This is an optimization exercise on Yosys and OpenROAD, whose aim is small area, a short achievable clock period and few clock cycles per item, not a production implementation. Where RTL was checked, it was by simulation tests only, not by an equivalence proof against the original. Only the layout flow was run in runs 2 to 4; the RTL was not checked for function there. No activity file was given, so power comes from the tool's default toggle rates.

--- flow/run.sh ---
#!/bin/bash
# The standard layout (standard.sh), with three changes:
#  1. After the standard synthesis, the combinational logic between the
#     registers is mapped again by Yosys/ABC (yosys.log): the registers keep
#     their names and cells; only the gates between them change.
#  2. The buffers placed on the ports are sky130_fd_sc_hd__buf_2 cells instead of
#     the slow delay buffer the placer picks by default.
#  3. The timing repair after clock tree synthesis and global routing aims for a
#     setup slack margin of 11 ns at the design's clock period.
set -euo pipefail
W=$(pwd)
R=$W/orfs/results/$FLOW_PLATFORM/envelope_generator/base
LIB=$FLOW_HOME/platforms/$FLOW_PLATFORM/lib/sky130_fd_sc_hd__tt_025C_1v80.lib
YOSYS=$(command -v yosys || echo $FLOW_HOME/../tools/install/yosys/bin/yosys)
DONT_USE="sky130_fd_sc_hd__lpflow_bleeder_1 sky130_fd_sc_hd__lpflow_clkbufkapwr_1 sky130_fd_sc_hd__lpflow_clkbufkapwr_16 sky130_fd_sc_hd__lpflow_clkbufkapwr_2 sky130_fd_sc_hd__lpflow_clkbufkapwr_4 sky130_fd_sc_hd__lpflow_clkbufkapwr_8 sky130_fd_sc_hd__lpflow_clkinvkapwr_1 sky130_fd_sc_hd__lpflow_clkinvkapwr_16 sky130_fd_sc_hd__lpflow_clkinvkapwr_2 sky130_fd_sc_hd__lpflow_clkinvkapwr_4 sky130_fd_sc_hd__lpflow_clkinvkapwr_8 sky130_fd_sc_hd__lpflow_decapkapwr_12 sky130_fd_sc_hd__lpflow_decapkapwr_3 sky130_fd_sc_hd__lpflow_decapkapwr_4 sky130_fd_sc_hd__lpflow_decapkapwr_6 sky130_fd_sc_hd__lpflow_decapkapwr_8 sky130_fd_sc_hd__lpflow_inputiso0n_1 sky130_fd_sc_hd__lpflow_inputiso0p_1 sky130_fd_sc_hd__lpflow_inputiso1n_1 sky130_fd_sc_hd__lpflow_inputiso1p_1 sky130_fd_sc_hd__lpflow_inputisolatch_1 sky130_fd_sc_hd__lpflow_isobufsrc_1 sky130_fd_sc_hd__lpflow_isobufsrc_16 sky130_fd_sc_hd__lpflow_isobufsrc_2 sky130_fd_sc_hd__lpflow_isobufsrc_4 sky130_fd_sc_hd__lpflow_isobufsrc_8 sky130_fd_sc_hd__lpflow_isobufsrckapwr_16 sky130_fd_sc_hd__lpflow_lsbuf_lh_hl_isowell_tap_1 sky130_fd_sc_hd__lpflow_lsbuf_lh_hl_isowell_tap_2 sky130_fd_sc_hd__lpflow_lsbuf_lh_hl_isowell_tap_4 sky130_fd_sc_hd__lpflow_lsbuf_lh_isowell_4 sky130_fd_sc_hd__lpflow_lsbuf_lh_isowell_tap_1 sky130_fd_sc_hd__lpflow_lsbuf_lh_isowell_tap_2 sky130_fd_sc_hd__lpflow_lsbuf_lh_isowell_tap_4 sky130_fd_sc_hd__probe_p_8 sky130_fd_sc_hd__probec_p_8 "

export BUFFER_PORTS_ARGS="-buffer_cell sky130_fd_sc_hd__buf_2"
export SETUP_SLACK_MARGIN=11

# standard synthesis
bash standard.sh synth > standard_synth.log 2>&1

# map the logic between the registers again
cp $R/1_2_yosys.v $W/standard_netlist.v
FF=$(grep -oE "sky130_fd_sc_hd__e?dfxtp_[0-9]+" $W/standard_netlist.v | sort -u | tr '\n' ' ')
DU=""
for c in $DONT_USE; do DU="$DU -dont_use $c"; done
cat > $W/remap.ys <<EOT
read_liberty -ignore_miss_func $LIB
read_verilog $W/standard_netlist.v
hierarchy -top $FLOW_TOP
blackbox $FF
flatten
opt -purge
abc -liberty $LIB $DU -D 4000
opt_clean -purge
stat -liberty $LIB
write_verilog -noattr $W/remapped.v
EOT
$YOSYS -s $W/remap.ys > $W/yosys.log 2>&1
cp $W/remapped.v $R/1_2_yosys.v
rm -f $R/1_synth.odb $R/1_synth.sdc

# the rest of the standard layout
bash standard.sh > standard_flow.log 2>&1
--- standard.sh ---
#!/bin/bash
# synth_recipe.tcl (not shown) runs the flow's synth.tcl, then flattens the netlist and writes it again
# the make line also repeats each setting of config.mk as NAME=value (left out here)
make -C /OpenROAD-flow-scripts/flow DESIGN_CONFIG=/design/flow/config.mk WORK_HOME=/design/flow/orfs CLKGATE_MAP_FILE= SYNTH_SCRIPT=/design/flow/synth_recipe.tcl "${@:-finish}"
--- config.mk ---
export PLATFORM = sky130hd
export DESIGN_NAME = envelope_generator
export DESIGN_NICKNAME = envelope_generator
export VERILOG_FILES = /design/flow/design.v
export SDC_FILE = /design/flow/constraint.sdc
export NUM_CORES = 4
export LEC_CHECK = 0
export CAP_MARGIN = 20
export CORE_MARGIN = 2
export CORE_UTILIZATION = 65
export CTS_CLUSTER_DIAMETER = 100
export CTS_CLUSTER_SIZE = 26
export SLEW_MARGIN = 20
export SYNTH_MEMORY_MAX_BITS = 65536
--- constraint.sdc ---
create_clock -name core_clock -period 15.0 [get_ports {clk}]
set_input_delay 3.0000 -clock core_clock [delete_from_list [all_inputs] [get_ports {clk}]]
set_output_delay 3.0000 -clock core_clock [all_outputs]
set_load 0.01 [all_outputs]
--- design.v ---
module attack_step_rom (
    input  wire [5:0]  addr,
    output wire [26:0] data
);
    localparam [64*27-1:0] TABLE = {
            27'd67108864,
            27'd3170297,
            27'd3170297,
            27'd2983809,
            27'd2669724,
            27'd2341142,
            27'd1976289,
            27'd1636282,
            27'd1463214,
            27'd1289612,
            27'd1079250,
            27'd884734,
            27'd800917,
            27'd714433,
            27'd611141,
            27'd500573,
            27'd434783,
            27'd372976,
            27'd310559,
            27'd250286,
            27'd218014,
            27'd187406,
            27'd156076,
            27'd125246,
            27'd109320,
            27'd93703,
            27'd78198,
            27'd62597,
            27'd54738,
            27'd46923,
            27'd39109,
            27'd31298,
            27'd27369,
            27'd23465,
            27'd19554,
            27'd15650,
            27'd13689,
            27'd11736,
            27'd9779,
            27'd7825,
            27'd6846,
            27'd5868,
            27'd4890,
            27'd3912,
            27'd3423,
            27'd2934,
            27'd2445,
            27'd1956,
            27'd1711,
            27'd1467,
            27'd1222,
            27'd978,
            27'd855,
            27'd733,
            27'd611,
            27'd489,
            27'd427,
            27'd366,
            27'd305,
            27'd244,
            27'd0,
            27'd0,
            27'd0,
            27'd0
        };
    assign data = TABLE[addr*27 +: 27];
endmodule
module decay_step_rom (
    input  wire [5:0]  addr,
    output wire [17:0] data
);
    localparam [64*18-1:0] TABLE = {
            18'd221260,
            18'd221260,
            18'd221260,
            18'd208245,
            18'd186324,
            18'd163392,
            18'd137928,
            18'd114199,
            18'd102120,
            18'd90004,
            18'd75322,
            18'd61747,
            18'd55897,
            18'd49861,
            18'd42652,
            18'd34935,
            18'd30344,
            18'd26030,
            18'd21674,
            18'd17467,
            18'd15215,
            18'd13079,
            18'd10892,
            18'd8741,
            18'd7629,
            18'd6539,
            18'd5457,
            18'd4368,
            18'd3820,
            18'd3274,
            18'd2729,
            18'd2184,
            18'd1910,
            18'd1637,
            18'd1364,
            18'd1092,
            18'd955,
            18'd819,
            18'd682,
            18'd546,
            18'd477,
            18'd409,
            18'd341,
            18'd273,
            18'd238,
            18'd204,
            18'd170,
            18'd136,
            18'd119,
            18'd102,
            18'd85,
            18'd68,
            18'd59,
            18'd51,
            18'd42,
            18'd34,
            18'd29,
            18'd25,
            18'd21,
            18'd17,
            18'd0,
            18'd0,
            18'd0,
            18'd0
        };
    assign data = TABLE[addr*18 +: 18];
endmodule
module envelope_generator (
    input  wire        clk,
    input  wire        rst,           
    input  wire        cmd_valid,
    output wire        cmd_ready,
    input  wire [1:0]  cmd_op,        
    input  wire [4:0]  cmd_voice,     
    input  wire [3:0]  cmd_ar,        
    input  wire [3:0]  cmd_d1r,       
    input  wire [3:0]  cmd_d2r,       
    input  wire [3:0]  cmd_rr,        
    input  wire [3:0]  cmd_dl,        
    input  wire [3:0]  cmd_krs,       
    input  wire [3:0]  cmd_oct,       
    input  wire        cmd_oct_lsb,   
    output reg         rsp_valid,
    output reg  [9:0]  rsp_level,     
    output reg         rsp_stop       
);
    localparam NV  = 28;
    localparam NCB = 2;               
    localparam [1:0] OP_TICK   = 2'd0;
    localparam [1:0] OP_RECALC = 2'd1;
    localparam [1:0] OP_KEYON  = 2'd2;
    localparam [1:0] OP_KEYOFF = 2'd3;
    localparam [1:0] ATTACK  = 2'd0;
    localparam [1:0] DECAY1  = 2'd1;
    localparam [1:0] DECAY2  = 2'd2;
    localparam [1:0] RELEASE = 2'd3;
    localparam [26:0] EG_CEIL = 27'd67043328;    
    localparam W = 54;
    function automatic [4:0] inc28(input [4:0] x);
        inc28 = (x == 5'd27) ? 5'd0 : x + 5'd1;
    endfunction
    function automatic [4:0] dist28(input [4:0] a, input [4:0] b);
        reg [5:0] d;
        begin
            d = {1'b0, b} - {1'b0, a};
            dist28 = d[5] ? d[4:0] + 5'd28 : d[4:0];
        end
    endfunction
    reg [4:0] vc;           
    reg [4:0] sweep;        
    wire      sweeping = (sweep != 5'd0);
    always @(posedge clk) begin
        if (rst) begin
            vc    <= 5'd25;       
            sweep <= 5'd28;
        end else begin
            vc <= inc28(vc);
            if (sweeping) sweep <= sweep - 5'd1;
        end
    end
    wire [3:0] oct_m1 = cmd_oct - 4'd1;
    wire [5:0] ks     = {{2{oct_m1[3]}}, oct_m1} + {2'b0, cmd_krs};       
    wire [5:0] krv_in = (cmd_krs == 4'd15) ? 6'd16 : {ks[4:0], cmd_oct_lsb} + 6'd16;
    localparam CW = 33;
    wire [CW-1:0] cmd_in = {cmd_op, cmd_voice, cmd_ar, cmd_d1r, cmd_d2r, cmd_rr,
                            krv_in, cmd_dl};
    reg          ir_v;
    reg [CW-1:0] ir;
    reg          rdy;                 
    reg          rdy_o;               
    assign cmd_ready = rdy_o;
    wire xfer = cmd_valid && rdy_o;
    wire [1:0]  ir_op    = ir[32:31];
    wire [4:0]  ir_voice = ir[30:26];
    wire [25:0] ir_rates = ir[25:0];      
    wire        ir_tick  = (ir_op == OP_TICK);
    reg [4:0] h_nv, t_nv;
    reg [4:0] h_cnt, t_cnt;           
    reg [4:0] h_end, t_end;           
    reg  h_on, t_on;                  
    wire proc = h_on && (h_nv == vc);      
    wire [4:0] tl_cnt = t_on ? t_cnt : h_cnt;
    wire [4:0] tl_end = t_on ? t_end : h_end;
    wire can_extend = (tl_cnt != 5'd0) && (tl_cnt != 5'd28) && (tl_end == ir_voice);
    wire tick_ok = can_extend || !t_on;
    reg         cb_v     [0:NCB-1];
    reg  [1:0]  cb_w     [0:NCB-1];    
    reg         cb_ts    [0:NCB-1];    
    reg  [4:0]  cb_voice [0:NCB-1];
    reg         cb_hr    [0:NCB-1];    
    reg  [1:0]  cb_env   [0:NCB-1];    
    reg  [25:0] cb_rates [0:NCB-1];
    reg         cb_ap    [0:NCB-1];    
    function automatic in_run(input [4:0] nv, input [4:0] e, input [4:0] cnt, input [4:0] v);
        begin
            if (cnt == 5'd0)       in_run = 1'b0;
            else if (cnt == 5'd28) in_run = 1'b1;
            else if (nv < e)       in_run = (v >= nv) && (v < e);
            else                   in_run = (v >= nv) || (v < e);
        end
    endfunction
    reg          m_any, f_any;
    reg [NCB-1:0] m_hit, f_sel, v_hit, c_hit;
    reg          a_any, a_hr;
    reg [1:0]    a_env;
    reg [25:0]   a_rates;
    integer i;
    always @(*) begin
        m_any = 1'b0; m_hit = {NCB{1'b0}};
        f_any = 1'b0; f_sel = {NCB{1'b0}};
        a_any = 1'b0; a_hr = 1'b0; a_env = 2'b00; a_rates = 26'd0;
        for (i = 0; i < NCB; i = i + 1) begin
            v_hit[i] = cb_v[i] && (cb_voice[i] == ir_voice);
            c_hit[i] = cb_v[i] && (cb_voice[i] == vc);
            if (v_hit[i] && !cb_ts[i]) begin
                m_hit[i] = 1'b1;
                m_any    = 1'b1;
            end
            if (!cb_v[i] && !f_any) begin
                f_sel[i] = 1'b1;
                f_any    = 1'b1;
            end
            if (cb_v[i] && cb_ap[i]) begin
                a_any   = 1'b1;
                a_hr    = cb_hr[i];
                a_env   = cb_env[i];
                a_rates = cb_rates[i];
            end
        end
    end
    wire [4:0] vcn = inc28(vc);         
    wire ir_in_h = in_run(h_nv, h_end, h_cnt, ir_voice);
    wire ir_in_t = in_run(t_nv, t_end, t_cnt, ir_voice);
    wire [1:0] ir_pend = {1'b0, ir_in_h} + {1'b0, ir_in_t};    
    wire cfg_ok = (ir_voice != vc) && (m_any || f_any);
    wire disp = ir_v && (ir_tick ? tick_ok : cfg_ok);
    wire disp_tick = disp && ir_tick;
    wire disp_cfg  = disp && !ir_tick;
    wire [4:0] ir_end1 = inc28(ir_voice);
    wire t_free_next = disp_tick ? (can_extend && !t_on) : !t_on;
    reg  [1:0] n_free;
    always @(*) begin
        n_free = 2'd0;
        for (i = 0; i < NCB; i = i + 1)
            n_free = n_free + {1'b0, !cb_v[i] || cb_ap[i]};
    end
    wire cb_free_next = (n_free == 2'd2) || (n_free == 2'd1 && !disp_cfg);
    wire run_room = disp_tick ? (tl_cnt <= 5'd26) : (tl_cnt != 5'd0 && tl_cnt != 5'd28);
    wire [4:0] run_end = disp_tick ? ir_end1 : tl_end;
    wire in_sure = (cmd_op == OP_TICK) ? (t_free_next || (run_room && cmd_voice == run_end))
                                       : (cb_free_next && cmd_voice != vcn);
    wire ir_sure = ir_tick ? (t_free_next || (run_room && ir_voice == run_end))
                           : (cb_free_next && ir_voice != vcn);
    always @(posedge clk) begin
        if (rst) begin
            ir_v  <= 1'b0;
            rdy   <= 1'b1;
            rdy_o <= 1'b0;
        end else if (xfer) begin
            ir_v  <= 1'b1;
            rdy   <= in_sure;
            rdy_o <= in_sure;
        end else if (ir_v && !disp) begin
            rdy   <= ir_sure;
            rdy_o <= ir_sure;
        end else begin
            ir_v  <= 1'b0;
            rdy   <= 1'b1;
            rdy_o <= 1'b1;
        end
        if (rdy) ir <= cmd_in;
    end
    wire ext   = disp_tick && can_extend;
    wire ext_h = ext && !t_on;                   
    wire ext_t = ext && t_on;                    
    wire nrun  = disp_tick && !can_extend;       
    wire h_out = !h_on || (proc && h_cnt == 5'd1 && !ext_h);    
    wire [4:0] h_nv1  = inc28(h_nv);
    wire [4:0] h_end1 = inc28(h_end);
    wire [4:0] t_end1 = inc28(t_end);
    wire [4:0] v_end1 = inc28(ir_voice);
    always @(posedge clk) begin
        if (h_out) begin
            h_on <= t_on || nrun;
            t_on <= 1'b0;
            if (t_on) begin
                h_nv  <= t_nv;
                h_cnt <= ext_t ? t_cnt + 5'd1 : t_cnt;
                h_end <= ext_t ? t_end1 : t_end;
            end else begin
                h_nv  <= ir_voice;
                h_cnt <= nrun ? 5'd1 : 5'd0;
                h_end <= v_end1;
            end
            t_cnt <= 5'd0;
        end else begin
            h_on <= 1'b1;
            if (nrun) t_on <= 1'b1;
            if (proc) h_nv <= h_nv1;
            if (proc && !ext_h) h_cnt <= h_cnt - 5'd1;
            else if (!proc && ext_h) h_cnt <= h_cnt + 5'd1;
            if (ext_h) h_end <= h_end1;
            if (ext_t) begin
                t_cnt <= t_cnt + 5'd1;
                t_end <= t_end1;
            end else if (nrun) begin
                t_nv  <= ir_voice;
                t_cnt <= 5'd1;
                t_end <= v_end1;
            end
        end
        if (rst) begin
            h_cnt <= 5'd0;
            t_cnt <= 5'd0;
            h_on  <= 1'b0;
            t_on  <= 1'b0;
        end
    end
    always @(posedge clk) begin
        for (i = 0; i < NCB; i = i + 1) begin
            if (c_hit[i] && proc && cb_w[i] != 2'd0)
                cb_w[i] <= cb_w[i] - 2'd1;
            cb_ap[i] <= (cb_voice[i] == vcn) && (cb_w[i] == 2'd0);
            if (disp_tick && v_hit[i]) cb_ts[i] <= 1'b1;
            if (disp_cfg && (m_any ? m_hit[i] : f_sel[i])) begin
                if (!m_any) begin
                    cb_w[i]     <= ir_pend;
                    cb_ts[i]    <= 1'b0;
                    cb_voice[i] <= ir_voice;
                    cb_ap[i]    <= (ir_voice == vcn) && (ir_pend == 2'd0);
                end
                if (ir_op != OP_KEYOFF) begin
                    cb_hr[i]    <= 1'b1;
                    cb_rates[i] <= ir_rates;
                end else if (!m_any) begin
                    cb_hr[i]    <= 1'b0;
                end
                case (ir_op)
                    OP_KEYON:  cb_env[i] <= 2'b01;
                    OP_KEYOFF: cb_env[i] <= {1'b1, m_any & cb_env[i][0]};
                    default:   if (!m_any) cb_env[i] <= 2'b00;
                endcase
            end
            if (rst)
                cb_v[i] <= 1'b0;
            else if (disp_cfg && !m_any && f_sel[i])
                cb_v[i] <= 1'b1;
            else if (cb_v[i] && cb_ap[i])
                cb_v[i] <= 1'b0;                         
        end
    end
    reg [W-1:0] p0, p1, p2, p3, p4;
    reg [W-1:0] sh [5:27];
    reg         t1, t2, t3, t4;
    reg [5:0]   idx2;
    reg [26:0]  step3;
    reg         c4;                  
    wire        new_rates = a_any && a_hr;
    wire        zero_vol  = sweeping || (a_any && a_env[0]);
    wire        to_rel    = a_any && a_env[1];
    wire [W-1:0] eff = {to_rel ? RELEASE : zero_vol ? ATTACK : p0[53:52],
                        zero_vol ? 26'd0 : p0[51:26],
                        new_rates ? a_rates : sweeping ? 26'd0 : p0[25:0]};
    wire [1:0] st1 = p1[53:52];
    wire [3:0] code1 = (st1 == ATTACK) ? p1[25:22] :
                       (st1 == DECAY1) ? p1[21:18] :
                       (st1 == DECAY2) ? p1[17:14] : p1[13:10];
    wire [5:0] krv1 = p1[9:4];
    wire [6:0] sum1 = {1'b0, code1, 2'b00} + {1'b0, krv1};    
    wire [5:0] idx1 = (code1 == 4'd0)  ? 6'd0  :
                      (code1 == 4'd15) ? 6'd63 :
                      (sum1 < 7'd16)   ? 6'd0  :
                      (sum1 > 7'd79)   ? 6'd63 : sum1[5:0] - 6'd16;
    wire [26:0] a_step;
    wire [17:0] d_step;
    attack_step_rom u_ar (.addr(idx2), .data(a_step));
    decay_step_rom  u_dr (.addr(idx2), .data(d_step));
    wire [26:0] step2 = !t2 ? 27'd0 : (p2[53:52] == ATTACK) ? a_step : ~{9'd0, d_step};
    wire [1:0]  st3  = p3[53:52];
    wire [25:0] vol3 = p3[51:26];
    wire [26:0] r3   = {1'b0, vol3} + step3 + {26'd0, t3 && st3 != ATTACK};
    wire [1:0]  st4  = p4[53:52];
    wire [25:0] r4   = p4[51:26];
    wire [3:0]  thr4 = ~p4[3:0];                         
    reg  [1:0]  nst4;
    reg  [25:0] nvol4;
    reg         stop4;
    always @(*) begin
        nst4  = st4;
        stop4 = 1'b0;
        if (st4 == ATTACK) begin
            if (t4 && (c4 || (&r4[25:16]))) begin       
                nvol4 = EG_CEIL[25:0];
                nst4  = DECAY1;
            end else begin
                nvol4 = r4;
            end
        end else begin
            nvol4 = c4 ? 26'd0 : r4;
            if (t4 && st4 == DECAY1 && nvol4[25:16] <= {thr4, 6'b0}) nst4 = DECAY2;
            if (st4 == RELEASE) stop4 = (nvol4 == 26'd0);
        end
    end
    integer k;
    always @(posedge clk) begin
        p1    <= eff;
        p2    <= p1;
        idx2  <= idx1;
        p3    <= p2;
        step3 <= step2;
        p4    <= {st3, r3[25:0], p3[25:0]};
        c4    <= r3[26];
        sh[5] <= {nst4, nvol4, p4[25:0]};
        for (k = 6; k <= 27; k = k + 1) sh[k] <= sh[k-1];
        p0    <= sh[27];
        if (rst) begin
            t1 <= 1'b0;
            t2 <= 1'b0;
            t3 <= 1'b0;
            t4 <= 1'b0;
            rsp_valid <= 1'b0;
        end else begin
            t1 <= proc;
            t2 <= t1;
            t3 <= t2;
            t4 <= t3;
            rsp_valid <= t4;
        end
        rsp_level <= nvol4[25:16];
        rsp_stop  <= stop4;
    end
endmodule
==> impl_results.md, run 1 <==
* Die area at between 60000 and 70000 sq um
* Syn_nets at approximately 3000
* Synth Cell Area at around 42000 sq um
* Power Density at roughly 150 nW/um^2
* Crit start category: flip-flop
* Grt met1 use at 36.3%
* Initial Util at between 60% and 70%
* Inst Count DP at roughly 3900
* IO Pins at between 50 and 60
* Num rows at 93
* Horiz. Die Dim at 259 um
* Initial antenna violation count at 1
* Worst path bufs/invs at 1
* GR Layer Usage met3 at under 10%
* CTS root buffer: clkbuf_16
* Wire length of the first global-routing pass at between 100 and 150 mm
* Share of cells above drive strength 1 at under 10%
* GR Layer Usage met2 at roughly 45%
* Final Skew at around 0.035 ns
* Hold_ws at 0.309 ns
* Drt first pass iters at 5
* Lkg Pwr at roughly 18 nW
* Post-route DRC at 0
* Pre-CTS setup slack at between 10 and 15 ns
* CP required at about 12 ns
* Busiest layer in global routing: met2
* Status: finished clean
* Vias after detailed routing at approximately 22000
* Fmax achieved at between 200 and 250 MHz
* Worst path cell trace: buf_6
* Clk latency of the worst-skew pair at approximately 0.67 ns
* Htree depth at 3
* Max incr delay on CP at about 0.36 ns
* CP top delay family: flip-flops
* Count of mapped cells out of synthesis at between 2000 and 3000
* Placed wire-length estimate at roughly 54 mm
* Crit path max fanout at 1
* Final-report hold violation count at 0
* Setup TNS at 0 ns
* Largest net degree at the start of global routing at 66
* Drt wl/cell at 22.7 um
* Clock transition at path regs at about 0.1 ns
* Worst-margin pin slew at roughly 1.0 ns
* Start point of the critical path: rsp_valid
* Routability Congestion at 0.901
* Worst Path Arrival at 1.11 ns
* Post-route setup slack at 10.89 ns
* Final Slew Violations at 0
* CTS Hold Buffers Added at 0
* Buffers on Ports at approximately 50
* Worst hold path type: reg2reg
* Slowest CP cell: dfxtp_2
* Routed Antenna Nets at 0
* GRT Total Usage at between 20% and 30%
* Kind of critical path: reg2out
* Via/cell ratio at about 5.6
* Core footprint at roughly 64000 sq um
* Vias in the first global route at 22600
* Maxcap violations at 0
* Unrepaired setup endpoints after global routing: yes
* TritonCTS clock tree: done
* Layout area overhead at 9.19%
* Grt total ovfl at 0
* R2R Setup Slk at about 11 ns
* DR iter-0 viols at between 1500 and 2000
* Crit. End Element: primary output
* HP Start: p4[19]
* Setup violators final at 0
* Fin nets at 3135
* Die height at 259 um
* Total routed wirelength at about 90 mm
* Synth Area per Inst at ~14 sq um
* Yosys warns at 10
* Tmin final at between 4 and 5 ns
* Final non-filler cell total at 3972
* Slew margin rel. at between 30 and 40%
* Clock Sinks at roughly 1700
* VDD IR max at 0.123 mV
* CTS buffer count at between 70 and 80
* Final period util at 27.4%
* Clk buf depth at 3
* RR Startpoint: p3[52]
power by group:
| part | internal (mW) | switching [mW] |
|---|---|---|
| registers | 4.60 | 0.0272 |
| logic | 0.0420 | 0.0617 |
| clock network | 0.953 | 1.33 |
| total | 5.60 | 1.42 |
through the flow:
| stage | util, % | instance area (sq um) | power (mW) |
|---|---|---|---|
| 6_report | 71.8 | 46300 | 7.02 |
| 5_1_grt | 71.8 | 46300 | 7.22 |
| 4_1_cts | 71.7 | 46200 | 7.05 |
| 3_5_place_dp | 68.1 | 43900 | 4.83 |
| 3_3_place_gp | 68.1 | 43900 | 4.82 |
| 2_1_floorplan | - | 42400 | 4.79 |
sequential cells by signal (all words and copies together), names as in the netlist, 33 cells and up:
register / count
p0: 54
p3: 54
ir: 33
cb_rates: 52
p2: 54
sh: 1242
p4: 54
p1: 54
final cells by class:
cell class	count	area (sq um)
diodes	1	2.50
clock buffers	91	1980
clock inverters	6	118
fillers	3869	18200
inverters	31	120
multi-input cells	1189	6960
flip-flops and latches	1705	35400
well taps	855	1070
repair buffers	94	659
worst paths after layout:
| path | cells after the start | end |
|---|---|---|
| setup / recovery | 1 | rsp_valid |
| hold / removal | 0 | sh[5][19] |
| hold reg to reg | 0 | sh[5][19] |
| setup reg to reg | 11 | p4[51] |
what timing repair did:
action / 4_1_cts / 5_1_grt
buffers inserted: 11 / 8
pin swaps: 0 / 2
resized for setup: 31 / 2
setup endpoints to repair: 85 / 43
cells in the final DEF (no fill, tap or decap), types with 25 or more instances in the layout:
cell type and n:
dfxtp_1 1568, nand2_1 168, o21ai_0 145, nor2_1 134
edfxtp_1 121, a21oi_1 111, clkbuf_16 76, xnor2_1 68
nand3_1 53, o22ai_1 52, buf_4 43, nor3_1 42
and2_0 39, buf_2 38, clkinv_1 28, a31oi_1 28
xor2_1 27, nand2b_1 25
routing by layer:
metal / wire length (um) / share of wire (%)
met1: 38300 / 42
met4: 3180 / 3.5
met5: 0 / 0
met3: 4970 / 5.5
met2: 43600 / 48
Testbench counts, summed over its fixed seeds: cycles 46,656, cmds 45,850.
==> inputs of run 2 (changes only) <==
--- a/design.v
+++ b/design.v
@@ -228,6 +228,7 @@
     reg  [1:0]  cb_env   [0:NCB-1];    
     reg  [25:0] cb_rates [0:NCB-1];
     reg         cb_ap    [0:NCB-1];    
+    reg         cb_la    [0:NCB-1];    
     function automatic in_run(input [4:0] nv, input [4:0] e, input [4:0] cnt, input [4:0] v);
         begin
             if (cnt == 5'd0)       in_run = 1'b0;
@@ -238,7 +239,7 @@
     endfunction
     reg          m_any, f_any;
     reg [NCB-1:0] m_hit, f_sel, v_hit, c_hit;
-    reg          a_any, a_hr;
+    reg          a_any, a_hr, l_any, l_idx;
     reg [1:0]    a_env;
     reg [25:0]   a_rates;
     integer i;
@@ -246,10 +247,11 @@
         m_any = 1'b0; m_hit = {NCB{1'b0}};
         f_any = 1'b0; f_sel = {NCB{1'b0}};
         a_any = 1'b0; a_hr = 1'b0; a_env = 2'b00; a_rates = 26'd0;
+        l_any = 1'b0; l_idx = 1'b0;
         for (i = 0; i < NCB; i = i + 1) begin
             v_hit[i] = cb_v[i] && (cb_voice[i] == ir_voice);
             c_hit[i] = cb_v[i] && (cb_voice[i] == vc);
-            if (v_hit[i] && !cb_ts[i]) begin
+            if (v_hit[i] && !cb_ts[i] && !cb_la[i]) begin
                 m_hit[i] = 1'b1;
                 m_any    = 1'b1;
             end
@@ -257,6 +259,10 @@
                 f_sel[i] = 1'b1;
                 f_any    = 1'b1;
             end
+            if (c_hit[i] && cb_w[i] == 2'd1) begin
+                l_any = 1'b1;
+                l_idx = i;
+            end
             if (cb_v[i] && cb_ap[i]) begin
                 a_any   = 1'b1;
                 a_hr    = cb_hr[i];
@@ -279,7 +285,7 @@
     always @(*) begin
         n_free = 2'd0;
         for (i = 0; i < NCB; i = i + 1)
-            n_free = n_free + {1'b0, !cb_v[i] || cb_ap[i]};
+            n_free = n_free + {1'b0, !cb_v[i] || cb_ap[i] || (t4 && lt4 && li4 == i)};
     end
     wire cb_free_next = (n_free == 2'd2) || (n_free == 2'd1 && !disp_cfg);
     wire run_room = disp_tick ? (tl_cnt <= 5'd26) : (tl_cnt != 5'd0 && tl_cnt != 5'd28);
@@ -357,11 +363,14 @@
         for (i = 0; i < NCB; i = i + 1) begin
             if (c_hit[i] && proc && cb_w[i] != 2'd0)
                 cb_w[i] <= cb_w[i] - 2'd1;
+            if (c_hit[i] && proc && cb_w[i] == 2'd1)
+                cb_la[i] <= 1'b1;
             cb_ap[i] <= (cb_voice[i] == vcn) && (cb_w[i] == 2'd0);
             if (disp_tick && v_hit[i]) cb_ts[i] <= 1'b1;
             if (disp_cfg && (m_any ? m_hit[i] : f_sel[i])) begin
                 if (!m_any) begin
                     cb_w[i]     <= ir_pend;
+                    cb_la[i]    <= 1'b0;
                     cb_ts[i]    <= 1'b0;
                     cb_voice[i] <= ir_voice;
                     cb_ap[i]    <= (ir_voice == vcn) && (ir_pend == 2'd0);
@@ -384,17 +393,25 @@
                 cb_v[i] <= 1'b1;
             else if (cb_v[i] && cb_ap[i])
                 cb_v[i] <= 1'b0;                         
+            else if (t4 && lt4 && li4 == i)
+                cb_v[i] <= 1'b0;                         
         end
     end
     reg [W-1:0] p0, p1, p2, p3, p4;
     reg [W-1:0] sh [5:27];
     reg         t1, t2, t3, t4;
+    reg         lt1, lt2, lt3, lt4;      
+    reg         li1, li2, li3, li4;      
     reg [5:0]   idx2;
     reg [26:0]  step3;
     reg         c4;                  
     wire        new_rates = a_any && a_hr;
     wire        zero_vol  = sweeping || (a_any && a_env[0]);
     wire        to_rel    = a_any && a_env[1];
+    wire        l_hr    = cb_hr[li4];
+    wire [1:0]  l_env   = cb_env[li4];
+    wire [25:0] l_rates = cb_rates[li4];
+    wire        lat4    = t4 && lt4;
     wire [W-1:0] eff = {to_rel ? RELEASE : zero_vol ? ATTACK : p0[53:52],
                         zero_vol ? 26'd0 : p0[51:26],
                         new_rates ? a_rates : sweeping ? 26'd0 : p0[25:0]};
@@ -447,7 +464,17 @@
         step3 <= step2;
         p4    <= {st3, r3[25:0], p3[25:0]};
         c4    <= r3[26];
-        sh[5] <= {nst4, nvol4, p4[25:0]};
+        sh[5] <= {(lat4 && l_env[1]) ? RELEASE : (lat4 && l_env[0]) ? ATTACK : nst4,
+                  (lat4 && l_env[0]) ? 26'd0 : nvol4,
+                  (lat4 && l_hr) ? l_rates : p4[25:0]};
+        lt1   <= l_any;
+        li1   <= l_idx;
+        lt2   <= lt1;
+        li2   <= li1;
+        lt3   <= lt2;
+        li3   <= li2;
+        lt4   <= lt3;
+        li4   <= li3;
         for (k = 6; k <= 27; k = k + 1) sh[k] <= sh[k-1];
         p0    <= sh[27];
         if (rst) begin
==> impl_results.md, run 2 <==
* Status: finished clean
* Max incr delay on CP at between 0.3 and 0.4 ns
* Crit. End Element: primary output
* Clock transition at path regs at about 0.1 ns
* Final Skew at between 0.03 and 0.04 ns
* Lkg Pwr at approximately 18 nW
* Final period util at 27.5%
* Maxcap violations at 0
* Final Core Density at between 70 and 80%
* Crit start category: flip-flop
* Post-route DRC at 0
* CP required at approximately 12 ns
* Core footprint at 65900 sq um
* DR iter-0 viols at between 1500 and 2000
* Count of mapped cells out of synthesis at approximately 3000
* Yosys warns at 11
* Power Density at between 150 and 200 nW/um^2
* Drt wl/cell at about 20 um
* Crit path max fanout at 2
* CTS buffer count at between 70 and 80
* Initial Util at roughly 66%
* Unrepaired setup endpoints after global routing: yes
* Grt total ovfl at 0
* Fin nets at between 3000 and 4000
* IO Pins at between 50 and 60
* Num rows at 94
* Kind of critical path: reg2out
* Vias after detailed routing at around 22000
* ANT cells at 0
* Final Slew Violations at 0
* Buffers on Ports at 51
* Fmax achieved at around 240 MHz
* Final-report hold violation count at 0
* Routed Antenna Nets at 0
* Total routed wirelength at 83.7 mm
* VDD IR max at around 0.14 mV
* CTS Hold Buffers Added at 0
* Commonest non-fill, non-tap cell in the layout: dfxtp_1
* Via/cell ratio at about 5.4
* Synth Cell Area at roughly 43000 sq um
* Setup TNS at 0 ns
* Worst path cell trace: buf_6
* Synth Area per Inst at ~14 sq um
* Clock Sinks at approximately 1700
* Clk buf depth at 3
* Layout area overhead at 9.05%
* Largest net degree at the start of global routing at 53
* Initial antenna violation count at 1
* Die height at roughly 260 um
* Vias in the first global route at around 22000
* Worst path bufs/invs at 1
* Horiz. Die Dim at roughly 260 um
* Die area at around 69000 sq um
* Drt first pass iters at 5
* Share of cells above drive strength 1 at under 10%
* Setup violators final at 0
* Max reg flops at about 1200
* TritonCTS clock tree: done
* Worst Path Arrival at between 1 and 1.5 ns
* Worst hold path type: reg2reg
* Commonest cells after routing, fill and taps aside: dfxtp_1, nor2_1, nand2_1
* GRT Total Usage at about 24%
* Placed wire-length estimate at between 50 and 60 mm
* Top reg by flops: sh
* Tmin final at 4.13 ns
* Syn_nets at just over 3000
* Slew margin rel. at 27.4%
* Wire length of the first global-routing pass at roughly 130 mm
* CP top delay family: flip-flops
* Slowest CP cell: dfxtp_2
* Worst-margin pin slew at 1.09 ns
* Routability Congestion at between 0.9 and 1
* Htree depth at 3
* CTS root buffer: clkbuf_16
* Clk latency of the worst-skew pair at between 0.6 and 0.7 ns
-- run 2: path summary, 6_finish.rpt --
check | startpoint | endpoint | slack, ns | cells past startpoint
setup / recovery | rdy_o | cmd_ready | 10.87 | 1
hold / removal | sh[24][26] | sh[25][26] | 0.32 | 0
hold reg to reg | sh[24][26] | sh[25][26] | 0.32 | 0
setup reg to reg | t_on | h_end[0] | 11.22 | 14
-- run 2: final cells by class --
| type | instances | area [sq um] |
|---|---|---|
| repair buffers | 77 | 500 |
| multi-input cells | 1269 | 7510 |
| flip-flops and latches | 1725 | 35800 |
| inverters | 40 | 150 |
| clock inverters | 11 | 204 |
| well taps | 864 | 1080 |
| clock buffers | 100 | 2010 |
| fillers | 4154 | 18600 |
-- run 2: what timing repair did --
action,in CTS,in global routing
endpoints found under the setup margin,19,71
setup buffers,0,6
pin swaps,0,1
cloned,0,0
gates resized for setup,13,19
-- run 2: metrics by stage --
step	power, mW	cells	setup WS, ns	area [sq um]	hold slack [ns]
2_1_floorplan	4.85	3034	11.00	43300	0.310
3_3_place_gp	4.88	3969	10.62	44800	0.310
3_5_place_dp	4.89	3969	10.52	44800	0.312
4_1_cts	7.16	4080	10.82	47100	0.318
5_1_grt	7.32	4086	10.82	47200	0.327
6_report	7.12	4086	10.87	47200	0.318
-- run 2: power breakdown --
group          switching (mW)  internal (mW)
Sequential             0.0352           4.65
Combinational          0.0588         0.0418
Clock                    1.35          0.976
-- run 2: layer usage --
metal	track usage (%)	wire, um	vias to the layer above	share of wire, %
li1	-	-	10600	-
met1	31.7	36000	10700	43
met2	41.7	40900	663	49
met3	4.10	3940	180	4.7
met4	8.21	2780	0	3.3
met5	0	0	-	0
==> inputs of run 3 (changes only) <==
--- a/design.v
+++ b/design.v
@@ -184,15 +184,14 @@
         end
     endfunction
     reg [4:0] vc;           
-    reg [4:0] sweep;        
-    wire      sweeping = (sweep != 5'd0);
+    reg       sweeping;     
     always @(posedge clk) begin
         if (rst) begin
-            vc    <= 5'd25;       
-            sweep <= 5'd28;
+            vc       <= 5'd25;    
+            sweeping <= 1'b1;
         end else begin
             vc <= inc28(vc);
-            if (sweeping) sweep <= sweep - 5'd1;
+            if (vc == 5'd24) sweeping <= 1'b0;
         end
     end
     wire [3:0] oct_m1 = cmd_oct - 4'd1;
@@ -212,13 +211,14 @@
     wire [25:0] ir_rates = ir[25:0];      
     wire        ir_tick  = (ir_op == OP_TICK);
     reg [4:0] h_nv, t_nv;
-    reg [4:0] h_cnt, t_cnt;           
-    reg [4:0] h_end, t_end;           
-    reg  h_on, t_on;                  
+    reg [4:0] h_end, t_end;
+    reg  h_on, t_on;
+    reg  h_full, t_full;
     wire proc = h_on && (h_nv == vc);      
-    wire [4:0] tl_cnt = t_on ? t_cnt : h_cnt;
-    wire [4:0] tl_end = t_on ? t_end : h_end;
-    wire can_extend = (tl_cnt != 5'd0) && (tl_cnt != 5'd28) && (tl_end == ir_voice);
+    wire [4:0] tl_nv   = t_on ? t_nv   : h_nv;
+    wire [4:0] tl_end  = t_on ? t_end  : h_end;
+    wire       tl_full = t_on ? t_full : h_full;
+    wire can_extend = h_on && !tl_full && (tl_end == ir_voice);
     wire tick_ok = can_extend || !t_on;
     reg         cb_v     [0:NCB-1];
     reg  [1:0]  cb_w     [0:NCB-1];    
@@ -228,18 +228,17 @@
     reg  [1:0]  cb_env   [0:NCB-1];    
     reg  [25:0] cb_rates [0:NCB-1];
     reg         cb_ap    [0:NCB-1];    
-    reg         cb_la    [0:NCB-1];    
-    function automatic in_run(input [4:0] nv, input [4:0] e, input [4:0] cnt, input [4:0] v);
+    function automatic in_run(input [4:0] nv, input [4:0] e, input on, input full, input [4:0] v);
         begin
-            if (cnt == 5'd0)       in_run = 1'b0;
-            else if (cnt == 5'd28) in_run = 1'b1;
+            if (!on)               in_run = 1'b0;
+            else if (full)         in_run = 1'b1;
             else if (nv < e)       in_run = (v >= nv) && (v < e);
             else                   in_run = (v >= nv) || (v < e);
         end
     endfunction
     reg          m_any, f_any;
     reg [NCB-1:0] m_hit, f_sel, v_hit, c_hit;
-    reg          a_any, a_hr, l_any, l_idx;
+    reg          a_any, a_hr;
     reg [1:0]    a_env;
     reg [25:0]   a_rates;
     integer i;
@@ -247,11 +246,10 @@
         m_any = 1'b0; m_hit = {NCB{1'b0}};
         f_any = 1'b0; f_sel = {NCB{1'b0}};
         a_any = 1'b0; a_hr = 1'b0; a_env = 2'b00; a_rates = 26'd0;
-        l_any = 1'b0; l_idx = 1'b0;
         for (i = 0; i < NCB; i = i + 1) begin
             v_hit[i] = cb_v[i] && (cb_voice[i] == ir_voice);
             c_hit[i] = cb_v[i] && (cb_voice[i] == vc);
-            if (v_hit[i] && !cb_ts[i] && !cb_la[i]) begin
+            if (v_hit[i] && !cb_ts[i]) begin
                 m_hit[i] = 1'b1;
                 m_any    = 1'b1;
             end
@@ -259,10 +257,6 @@
                 f_sel[i] = 1'b1;
                 f_any    = 1'b1;
             end
-            if (c_hit[i] && cb_w[i] == 2'd1) begin
-                l_any = 1'b1;
-                l_idx = i;
-            end
             if (cb_v[i] && cb_ap[i]) begin
                 a_any   = 1'b1;
                 a_hr    = cb_hr[i];
@@ -272,8 +266,8 @@
         end
     end
     wire [4:0] vcn = inc28(vc);         
-    wire ir_in_h = in_run(h_nv, h_end, h_cnt, ir_voice);
-    wire ir_in_t = in_run(t_nv, t_end, t_cnt, ir_voice);
+    wire ir_in_h = in_run(h_nv, h_end, h_on, h_full, ir_voice);
+    wire ir_in_t = in_run(t_nv, t_end, t_on, t_full, ir_voice);
     wire [1:0] ir_pend = {1'b0, ir_in_h} + {1'b0, ir_in_t};    
     wire cfg_ok = (ir_voice != vc) && (m_any || f_any);
     wire disp = ir_v && (ir_tick ? tick_ok : cfg_ok);
@@ -285,10 +279,10 @@
     always @(*) begin
         n_free = 2'd0;
         for (i = 0; i < NCB; i = i + 1)
-            n_free = n_free + {1'b0, !cb_v[i] || cb_ap[i] || (t4 && lt4 && li4 == i)};
+            n_free = n_free + {1'b0, !cb_v[i] || cb_ap[i]};
     end
     wire cb_free_next = (n_free == 2'd2) || (n_free == 2'd1 && !disp_cfg);
-    wire run_room = disp_tick ? (tl_cnt <= 5'd26) : (tl_cnt != 5'd0 && tl_cnt != 5'd28);
+    wire run_room = disp_tick ? (!h_on || (!tl_full && inc28(tl_end) != tl_nv)) : (h_on && !tl_full);
     wire [4:0] run_end = disp_tick ? ir_end1 : tl_end;
     wire in_sure = (cmd_op == OP_TICK) ? (t_free_next || (run_room && cmd_voice == run_end))
                                        : (cb_free_next && cmd_voice != vcn);
@@ -317,60 +311,56 @@
     wire ext_h = ext && !t_on;                   
     wire ext_t = ext && t_on;                    
     wire nrun  = disp_tick && !can_extend;       
-    wire h_out = !h_on || (proc && h_cnt == 5'd1 && !ext_h);    
     wire [4:0] h_nv1  = inc28(h_nv);
     wire [4:0] h_end1 = inc28(h_end);
     wire [4:0] t_end1 = inc28(t_end);
     wire [4:0] v_end1 = inc28(ir_voice);
+    wire h_out = !h_on || (proc && !h_full && h_nv1 == h_end && !ext_h);    
     always @(posedge clk) begin
         if (h_out) begin
             h_on <= t_on || nrun;
             t_on <= 1'b0;
             if (t_on) begin
-                h_nv  <= t_nv;
-                h_cnt <= ext_t ? t_cnt + 5'd1 : t_cnt;
-                h_end <= ext_t ? t_end1 : t_end;
+                h_nv   <= t_nv;
+                h_end  <= ext_t ? t_end1 : t_end;
+                h_full <= ext_t ? (t_end1 == t_nv) : t_full;
             end else begin
-                h_nv  <= ir_voice;
-                h_cnt <= nrun ? 5'd1 : 5'd0;
-                h_end <= v_end1;
+                h_nv   <= ir_voice;
+                h_end  <= v_end1;
+                h_full <= 1'b0;
             end
-            t_cnt <= 5'd0;
         end else begin
-            h_on <= 1'b1;
-            if (nrun) t_on <= 1'b1;
-            if (proc) h_nv <= h_nv1;
-            if (proc && !ext_h) h_cnt <= h_cnt - 5'd1;
-            else if (!proc && ext_h) h_cnt <= h_cnt + 5'd1;
+            if (proc) begin
+                h_nv   <= h_nv1;
+                h_full <= 1'b0;
+            end else if (ext_h) begin
+                h_full <= (h_end1 == h_nv);
+            end
             if (ext_h) h_end <= h_end1;
             if (ext_t) begin
-                t_cnt <= t_cnt + 5'd1;
-                t_end <= t_end1;
+                t_end  <= t_end1;
+                t_full <= (t_end1 == t_nv);
             end else if (nrun) begin
-                t_nv  <= ir_voice;
-                t_cnt <= 5'd1;
-                t_end <= v_end1;
+                t_on   <= 1'b1;
+                t_nv   <= ir_voice;
+                t_end  <= v_end1;
+                t_full <= 1'b0;
             end
         end
         if (rst) begin
-            h_cnt <= 5'd0;
-            t_cnt <= 5'd0;
-            h_on  <= 1'b0;
-            t_on  <= 1'b0;
+            h_on <= 1'b0;
+            t_on <= 1'b0;
         end
     end
     always @(posedge clk) begin
         for (i = 0; i < NCB; i = i + 1) begin
             if (c_hit[i] && proc && cb_w[i] != 2'd0)
                 cb_w[i] <= cb_w[i] - 2'd1;
-            if (c_hit[i] && proc && cb_w[i] == 2'd1)
-                cb_la[i] <= 1'b1;
             cb_ap[i] <= (cb_voice[i] == vcn) && (cb_w[i] == 2'd0);
             if (disp_tick && v_hit[i]) cb_ts[i] <= 1'b1;
             if (disp_cfg && (m_any ? m_hit[i] : f_sel[i])) begin
                 if (!m_any) begin
                     cb_w[i]     <= ir_pend;
-                    cb_la[i]    <= 1'b0;
                     cb_ts[i]    <= 1'b0;
                     cb_voice[i] <= ir_voice;
                     cb_ap[i]    <= (ir_voice == vcn) && (ir_pend == 2'd0);
@@ -393,25 +383,17 @@
                 cb_v[i] <= 1'b1;
             else if (cb_v[i] && cb_ap[i])
                 cb_v[i] <= 1'b0;                         
-            else if (t4 && lt4 && li4 == i)
-                cb_v[i] <= 1'b0;                         
         end
     end
     reg [W-1:0] p0, p1, p2, p3, p4;
     reg [W-1:0] sh [5:27];
     reg         t1, t2, t3, t4;
-    reg         lt1, lt2, lt3, lt4;      
-    reg         li1, li2, li3, li4;      
     reg [5:0]   idx2;
     reg [26:0]  step3;
     reg         c4;                  
     wire        new_rates = a_any && a_hr;
     wire        zero_vol  = sweeping || (a_any && a_env[0]);
     wire        to_rel    = a_any && a_env[1];
-    wire        l_hr    = cb_hr[li4];
-    wire [1:0]  l_env   = cb_env[li4];
-    wire [25:0] l_rates = cb_rates[li4];
-    wire        lat4    = t4 && lt4;
     wire [W-1:0] eff = {to_rel ? RELEASE : zero_vol ? ATTACK : p0[53:52],
                         zero_vol ? 26'd0 : p0[51:26],
                         new_rates ? a_rates : sweeping ? 26'd0 : p0[25:0]};
@@ -464,17 +446,7 @@
         step3 <= step2;
         p4    <= {st3, r3[25:0], p3[25:0]};
         c4    <= r3[26];
-        sh[5] <= {(lat4 && l_env[1]) ? RELEASE : (lat4 && l_env[0]) ? ATTACK : nst4,
-                  (lat4 && l_env[0]) ? 26'd0 : nvol4,
-                  (lat4 && l_hr) ? l_rates : p4[25:0]};
-        lt1   <= l_any;
-        li1   <= l_idx;
-        lt2   <= lt1;
-        li2   <= li1;
-        lt3   <= lt2;
-        li3   <= li2;
-        lt4   <= lt3;
-        li4   <= li3;
+        sh[5] <= {nst4, nvol4, p4[25:0]};
         for (k = 6; k <= 27; k = k + 1) sh[k] <= sh[k-1];
         p0    <= sh[27];
         if (rst) begin
--- a/flow/run.sh
+++ b/flow/run.sh
@@ -6,7 +6,7 @@
 #  2. The buffers placed on the ports are sky130_fd_sc_hd__buf_2 cells instead of
 #     the slow delay buffer the placer picks by default.
 #  3. The timing repair after clock tree synthesis and global routing aims for a
-#     setup slack margin of 11 ns at the design's clock period.
+#     setup slack margin of 10.9 ns at the design's clock period.
 set -euo pipefail
 W=$(pwd)
 R=$W/orfs/results/$FLOW_PLATFORM/envelope_generator/base
@@ -15,7 +15,7 @@
 DONT_USE="sky130_fd_sc_hd__lpflow_bleeder_1 sky130_fd_sc_hd__lpflow_clkbufkapwr_1 sky130_fd_sc_hd__lpflow_clkbufkapwr_16 sky130_fd_sc_hd__lpflow_clkbufkapwr_2 sky130_fd_sc_hd__lpflow_clkbufkapwr_4 sky130_fd_sc_hd__lpflow_clkbufkapwr_8 sky130_fd_sc_hd__lpflow_clkinvkapwr_1 sky130_fd_sc_hd__lpflow_clkinvkapwr_16 sky130_fd_sc_hd__lpflow_clkinvkapwr_2 sky130_fd_sc_hd__lpflow_clkinvkapwr_4 sky130_fd_sc_hd__lpflow_clkinvkapwr_8 sky130_fd_sc_hd__lpflow_decapkapwr_12 sky130_fd_sc_hd__lpflow_decapkapwr_3 sky130_fd_sc_hd__lpflow_decapkapwr_4 sky130_fd_sc_hd__lpflow_decapkapwr_6 sky130_fd_sc_hd__lpflow_decapkapwr_8 sky130_fd_sc_hd__lpflow_inputiso0n_1 sky130_fd_sc_hd__lpflow_inputiso0p_1 sky130_fd_sc_hd__lpflow_inputiso1n_1 sky130_fd_sc_hd__lpflow_inputiso1p_1 sky130_fd_sc_hd__lpflow_inputisolatch_1 sky130_fd_sc_hd__lpflow_isobufsrc_1 sky130_fd_sc_hd__lpflow_isobufsrc_16 sky130_fd_sc_hd__lpflow_isobufsrc_2 sky130_fd_sc_hd__lpflow_isobufsrc_4 sky130_fd_sc_hd__lpflow_isobufsrc_8 sky130_fd_sc_hd__lpflow_isobufsrckapwr_16 sky130_fd_sc_hd__lpflow_lsbuf_lh_hl_isowell_tap_1 sky130_fd_sc_hd__lpflow_lsbuf_lh_hl_isowell_tap_2 sky130_fd_sc_hd__lpflow_lsbuf_lh_hl_isowell_tap_4 sky130_fd_sc_hd__lpflow_lsbuf_lh_isowell_4 sky130_fd_sc_hd__lpflow_lsbuf_lh_isowell_tap_1 sky130_fd_sc_hd__lpflow_lsbuf_lh_isowell_tap_2 sky130_fd_sc_hd__lpflow_lsbuf_lh_isowell_tap_4 sky130_fd_sc_hd__probe_p_8 sky130_fd_sc_hd__probec_p_8 "
 
 export BUFFER_PORTS_ARGS="-buffer_cell sky130_fd_sc_hd__buf_2"
-export SETUP_SLACK_MARGIN=11
+export SETUP_SLACK_MARGIN=10.9
 
 # standard synthesis
 bash standard.sh synth > standard_synth.log 2>&1
==> impl_results.md, run 3 <==
* Routability Congestion at slightly above 0.9
* Wire length of the first global-routing pass at roughly 140 mm
* Initial antenna violation count at 2
* Fmax achieved at roughly 240 MHz
* Crit start category: flip-flop
* Status: finished clean
* Horiz. Die Dim at approximately 260 um
* Hold path cells at 0
* Internal at 5.58 mW
* Buffers on Ports at 51
* Die area at approximately 67000 sq um
* Largest net degree at the start of global routing at 67
* Initial Util at about 65%
* Syn_nets at between 2000 and 3000
* Vias in the first global route at around 23000
* Routed Antenna Nets at 0
* Layout area overhead at 9.75%
* FILL cells at about 3700
* Clock transition at path regs at 0.11 ns
* Unrepaired setup endpoints after global routing: yes
* Slowest CP cell: dfxtp_4
* Reg2Reg Depth at 13
* TritonCTS clock tree: done
* Clock Sinks at between 1500 and 2000
* Num rows at 93
* Total routed wirelength at between 90 and 100 mm
* GR Layer Usage met2 at a little under half
* Synth Cell Area at 41900 sq um
* Setup violators final at 0
* Grt total ovfl at 0
* ANT cells at 0
* Vias after detailed routing at 21900
* Worst path cell trace: buf_6
* CP top delay family: flip-flops
* Clock power frac at 32.6%
* Clk buf depth at 3
* Placed wire-length estimate at 56.0 mm
* GRT Total Usage at ~28%
* Post-route setup slack at approximately 11 ns
* Logic pwr share at roughly 2.1%
* Worst Path Arrival at about 1.2 ns
* IO Pins at 52
* Crit. End Element: primary output
* Final Cell Area at 46000 sq um
* DR iter-0 viols at about 2500
* Worst hold path type: reg2reg
* Total Power at 7.05 mW
* Yosys warns at 10
* Maxcap violations at 0
* Slew margin rel. at about 28%
* GR Layer Usage met3 at 4.68%
* Drt wl/cell at roughly 24 um
* Post-route DRC at 0
* Top reg by flops: sh
* Share of cells above drive strength 1 at approximately 7.6%
* Area after DPL at approximately 43000 sq um
* Commonest non-fill, non-tap cell in the layout: dfxtp_1
* Clk latency of the worst-skew pair at ~0.66 ns
* Count of mapped cells out of synthesis at approximately 2900
* Net Sw Frac at roughly a fifth
* VDD IR max at 0.126 mV
* Commonest cells after routing, fill and taps aside: dfxtp_1, nand2_1, nor2_1
* Inst Count DP at ~3800
* Core footprint at between 60000 and 70000 sq um
* Final period util at about 28%
* Worst path bufs/invs at 1
* CTS buffer count at 75
* Final non-filler cell total at between 3000 and 4000
* CP required at around 12 ns
* Pre-CTS setup slack at about 10 ns
* Busiest layer in global routing: met2
* Setup TNS at 0 ns
* Max reg flops at 1242
* Hold_ws at approximately 0.32 ns
* Die height at 258 um
* Via/cell ratio at 5.61
* Final-report hold violation count at 0
* Power Density at around 150 nW/um^2
* Htree depth at 3
* Tmin final at between 4 and 5 ns
* Crit. path cell count at 1
* NetSw at approximately 1.5 mW
* CTS root buffer: clkbuf_16
* Fin nets at a little over 3000
* Synth Area per Inst at approximately 15 sq um
* Seq pwr share at roughly two thirds
* CTS Hold Buffers Added at 0
* Max incr delay on CP at between 0.3 and 0.4 ns
* Lkg Pwr at around 18 nW
* Kind of critical path: reg2out
* Drt first pass iters at 5
* Grt met1 use at a little under two fifths
* Final Slew Violations at 0
* Worst-margin pin slew at about 1.1 ns
* Crit path max fanout at 2
* Final Skew at 0.0263 ns
* Final Core Density at a little under three quarters
-- run 3: layout make-up --
cell class                 instances  area [sq um]  area share, %
clock inverter                     8           139          0.302
sequential                      1693         35100           76.4
inverter                          40           150          0.326
timing repair buffer             108           781           1.70
clock buffer                      86          1940           4.22
multi-input combinational       1124          6770           14.7
tap                              855          1070           2.33
-- run 3: routing by layer --
layer | vias to the layer above | routed length [um]
li1 | 10100 | -
met1 | 10800 | 39900
met2 | 876 | 45400
met3 | 224 | 6070
met4 | 2 | 3620
met5 | - | 12
-- run 3: worst paths after layout --
check | endpoint | slack, ns | from
setup reg to reg | c4 | 10.94 | p3[52]
hold / removal | sh[26][41] | 0.32 | sh[25][41]
hold reg to reg | sh[26][41] | 0.32 | sh[25][41]
setup / recovery | cmd_ready | 10.85 | rdy_o
-- run 3: power groups by stage --
stage | Sequential (mW) | Combinational [mW] | Clock [mW]
after floorplan | 4.70 | 0.0808 | 0
after global placement | 4.72 | 0.123 | 0
after detailed placement | 4.72 | 0.126 | 0
after CTS | 4.61 | 0.131 | 2.31
after global routing | 4.62 | 0.156 | 2.48
final | 4.61 | 0.145 | 2.30
-- run 3: timing repair --
action / 4_1_cts / 5_1_grt
pin swaps: 0 / 1
endpoints found under the hold margin: 0 / 0
setup endpoints to repair: 80 / 73
setup buffers: 7 / 26
gates resized for setup: 40 / 10
==> inputs of run 4 (changes only) <==
--- a/flow/run.sh
+++ b/flow/run.sh
@@ -6,7 +6,7 @@
 #  2. The buffers placed on the ports are sky130_fd_sc_hd__buf_2 cells instead of
 #     the slow delay buffer the placer picks by default.
 #  3. The timing repair after clock tree synthesis and global routing aims for a
-#     setup slack margin of 10.9 ns at the design's clock period.
+#     setup slack margin of 11 ns at the design's clock period.
 set -euo pipefail
 W=$(pwd)
 R=$W/orfs/results/$FLOW_PLATFORM/envelope_generator/base
@@ -15,7 +15,7 @@
 DONT_USE="sky130_fd_sc_hd__lpflow_bleeder_1 sky130_fd_sc_hd__lpflow_clkbufkapwr_1 sky130_fd_sc_hd__lpflow_clkbufkapwr_16 sky130_fd_sc_hd__lpflow_clkbufkapwr_2 sky130_fd_sc_hd__lpflow_clkbufkapwr_4 sky130_fd_sc_hd__lpflow_clkbufkapwr_8 sky130_fd_sc_hd__lpflow_clkinvkapwr_1 sky130_fd_sc_hd__lpflow_clkinvkapwr_16 sky130_fd_sc_hd__lpflow_clkinvkapwr_2 sky130_fd_sc_hd__lpflow_clkinvkapwr_4 sky130_fd_sc_hd__lpflow_clkinvkapwr_8 sky130_fd_sc_hd__lpflow_decapkapwr_12 sky130_fd_sc_hd__lpflow_decapkapwr_3 sky130_fd_sc_hd__lpflow_decapkapwr_4 sky130_fd_sc_hd__lpflow_decapkapwr_6 sky130_fd_sc_hd__lpflow_decapkapwr_8 sky130_fd_sc_hd__lpflow_inputiso0n_1 sky130_fd_sc_hd__lpflow_inputiso0p_1 sky130_fd_sc_hd__lpflow_inputiso1n_1 sky130_fd_sc_hd__lpflow_inputiso1p_1 sky130_fd_sc_hd__lpflow_inputisolatch_1 sky130_fd_sc_hd__lpflow_isobufsrc_1 sky130_fd_sc_hd__lpflow_isobufsrc_16 sky130_fd_sc_hd__lpflow_isobufsrc_2 sky130_fd_sc_hd__lpflow_isobufsrc_4 sky130_fd_sc_hd__lpflow_isobufsrc_8 sky130_fd_sc_hd__lpflow_isobufsrckapwr_16 sky130_fd_sc_hd__lpflow_lsbuf_lh_hl_isowell_tap_1 sky130_fd_sc_hd__lpflow_lsbuf_lh_hl_isowell_tap_2 sky130_fd_sc_hd__lpflow_lsbuf_lh_hl_isowell_tap_4 sky130_fd_sc_hd__lpflow_lsbuf_lh_isowell_4 sky130_fd_sc_hd__lpflow_lsbuf_lh_isowell_tap_1 sky130_fd_sc_hd__lpflow_lsbuf_lh_isowell_tap_2 sky130_fd_sc_hd__lpflow_lsbuf_lh_isowell_tap_4 sky130_fd_sc_hd__probe_p_8 sky130_fd_sc_hd__probec_p_8 "
 
 export BUFFER_PORTS_ARGS="-buffer_cell sky130_fd_sc_hd__buf_2"
-export SETUP_SLACK_MARGIN=10.9
+export SETUP_SLACK_MARGIN=11
 
 # standard synthesis
 bash standard.sh synth > standard_synth.log 2>&1
==> impl_results.md, run 4 <==
* Drt first pass iters at 8
* Hold path cells at 0
* Final Skew at 0.0210 ns
* Start point of the critical path: rdy_o
* Post-route DRC at 0
* Total routed wirelength at around 97 mm
* Worst-margin pin slew at slightly below 1 ns
* CTS Hold Buffers Added at 0
* CP top delay family: flip-flops
* CTS buffer count at 76
* TritonCTS clock tree: done
* Worst path cell trace: buf_6
* Reg2Reg Depth at 13
* Htree depth at 3
* Clk buf depth at 3
* ANT cells at 0
* Area after DPL at around 43000 sq um
* Synth Cell Area at 41900 sq um
* Post-route setup slack at between 10 and 15 ns
* Vias in the first global route at roughly 23000
* Crit path max fanout at 2
* RR Startpoint: p3[52]
* Final period util at 27.8%
* VDD IR max at between 0.1 and 0.15 mV
* Die area at between 60000 and 70000 sq um
* Fin nets at between 3000 and 4000
* Drt wl/cell at approximately 25 um
* Worst hold path type: reg2reg
* Synth Area per Inst at 14.7 sq um
* Core footprint at 64100 sq um
* Maxcap violations at 0
* Unrepaired setup endpoints after global routing: yes
* FILL cells at between 3000 and 4000
* DR iter-0 viols at approximately 2100
* Layout area overhead at 9.71%
* Final Cell Area at roughly 46000 sq um
* Largest net degree at the start of global routing at 67
* Crit start category: flip-flop
* Lkg Pwr at about 18 nW
* Clk latency of the worst-skew pair at ~0.67 ns
* Final-report hold violation count at 0
* Buffers on Ports at roughly 50
* Crit. path cell count at 1
* Crit. End Element: primary output
* Yosys warns at 10
* Horiz. Die Dim at 258 um
* Top reg by flops: sh
* Max incr delay on CP at around 0.40 ns
* Pre-CTS setup slack at 10.10 ns
* Worst path bufs/invs at 1
* Kind of critical path: reg2out
* Commonest non-fill, non-tap cell in the layout: dfxtp_1
* Vias after detailed routing at 22000
* Final Slew Violations at 0
* Commonest cells after routing, fill and taps aside: dfxtp_1, nand2_1, nor2_1
* Num rows at 93
* Initial Util at between 60 and 70%
* R2R Setup Slk at between 10 and 15 ns
* Via/cell ratio at between 5 and 6
* CP required at ~12 ns
* GRT Total Usage at between 20% and 30%
* Slew margin rel. at around a third
* Routed Antenna Nets at 0
* Status: finished clean
* Setup TNS at 0 ns
* Placed wire-length estimate at 57.4 mm
* Count of mapped cells out of synthesis at 2857
* Crit path capture: cmd_ready
* Critical R2R Capture: c4
* Setup violators final at 0
* Die height at between 200 and 300 um
* Clock transition at path regs at around 0.1 ns
* Tmin final at approximately 4.2 ns
* Wire length of the first global-routing pass at ~150 mm
* Routability Congestion at ~0.90
* Worst Path Arrival at 1.17 ns
* Initial antenna violation count at 2
* Hold_ws at around 0.32 ns
* Clock Sinks at between 1500 and 2000
* Fmax achieved at approximately 240 MHz
* Max reg flops at around 1200
* Share of cells above drive strength 1 at ~7.4%
* Grt total ovfl at 0
* IO Pins at 52
* Final Core Density at a little under three quarters
* Slowest CP cell: dfxtp_4
* Power Density at 154 nW/um^2
* CTS root buffer: clkbuf_16
* Syn_nets at roughly 2900
## run 4: cell types whose count changed in the layout (fill, tap and decap cells not counted), sizes merged
cell	change
inv	+3
buf	-12
clkinv	-1
clkbuf	+3
## run 4: through the flow
stage	instances	total power, mW
after floorplan	2857	4.78
after global placement	3788	4.84
after detailed placement	3788	4.85
after CTS	3892	7.11
after global routing	3907	7.30
final	3907	7.10
## run 4: layout make-up
type / count / area, sq um / area share, %
Timing Repair Buffer: 96 / 678 / 1.48
Inverter: 40 / 150 / 0.327
Clock inverter: 10 / 161 / 0.351
Tap cell: 855 / 1070 / 2.33
Sequential cell: 1693 / 35100 / 76.4
Clock buffer: 89 / 1980 / 4.31
Multi-Input combinational cell: 1124 / 6790 / 14.8
## run 4: timing repair
action                                  CTS  global route
endpoints found under the setup margin   64            92
gates resized for setup                  39             8
pin swaps                                 1             1
setup buffers                             5            15
## run 4: routing by layer
layer	up-vias	global-route usage (%)	wire length, um
li1	10000	-	-
met1	10900	39.5	40700
met2	910	49.6	47600
met3	209	4.48	5710
met4	2	10.3	3270
met5	-	0	13
## run 4: how the worst min path moves through the flow
stage               start         end  slack (ns)
3_5_place_dp       p2[29]      p3[29]        0.31
6_report        sh[24][3]   sh[25][3]        0.32
3_3_place_gp   sh[12][42]  sh[13][42]        0.31
4_1_cts            p1[49]      p2[49]        0.32
2_1_floorplan   sh[27][0]       p0[0]        0.31
5_1_grt            p1[49]      p2[49]        0.33
## run 4: power by group
part	switching [mW]	total (mW)	internal, mW
combinational	0.0897	0.144	0.0543
clock	1.37	2.34	0.967
sequential	0.0352	4.61	4.58

-- static timing again, ports no longer ideal --
The results above use ideal ports. As a check the final layouts listed here were re-extracted and re-timed, cells and wires unchanged. Step 1 assumes that a clkbuf_16 drives the clock port and a buf_2 every other input. Step 2 moves the port delays by t, midway between the first and last clock arrival at a register: inputs arrive t later, outputs are due t later. That takes back most of the time a late clock gives input paths. Three values: ideal ports, drivers, drivers and shift; two values: the first two.
run	t, ns	slack for setup (ns)	worst setup path after step 2
run 1	0.715	10.887 / 10.822 / 10.453	input to register
run 2	0.719	10.868 / 10.803 / 10.574	input to register
run 3	0.715	10.846 / 10.778 / 10.512	input to register
run 4	0.721	10.830 / 10.765 / 10.515	input to register
After both steps setup and hold are still met in every run listed. For run 1, which loses most, drivers alone change the setup slack by -0.065 ns; drivers and shift together by -0.434 ns.
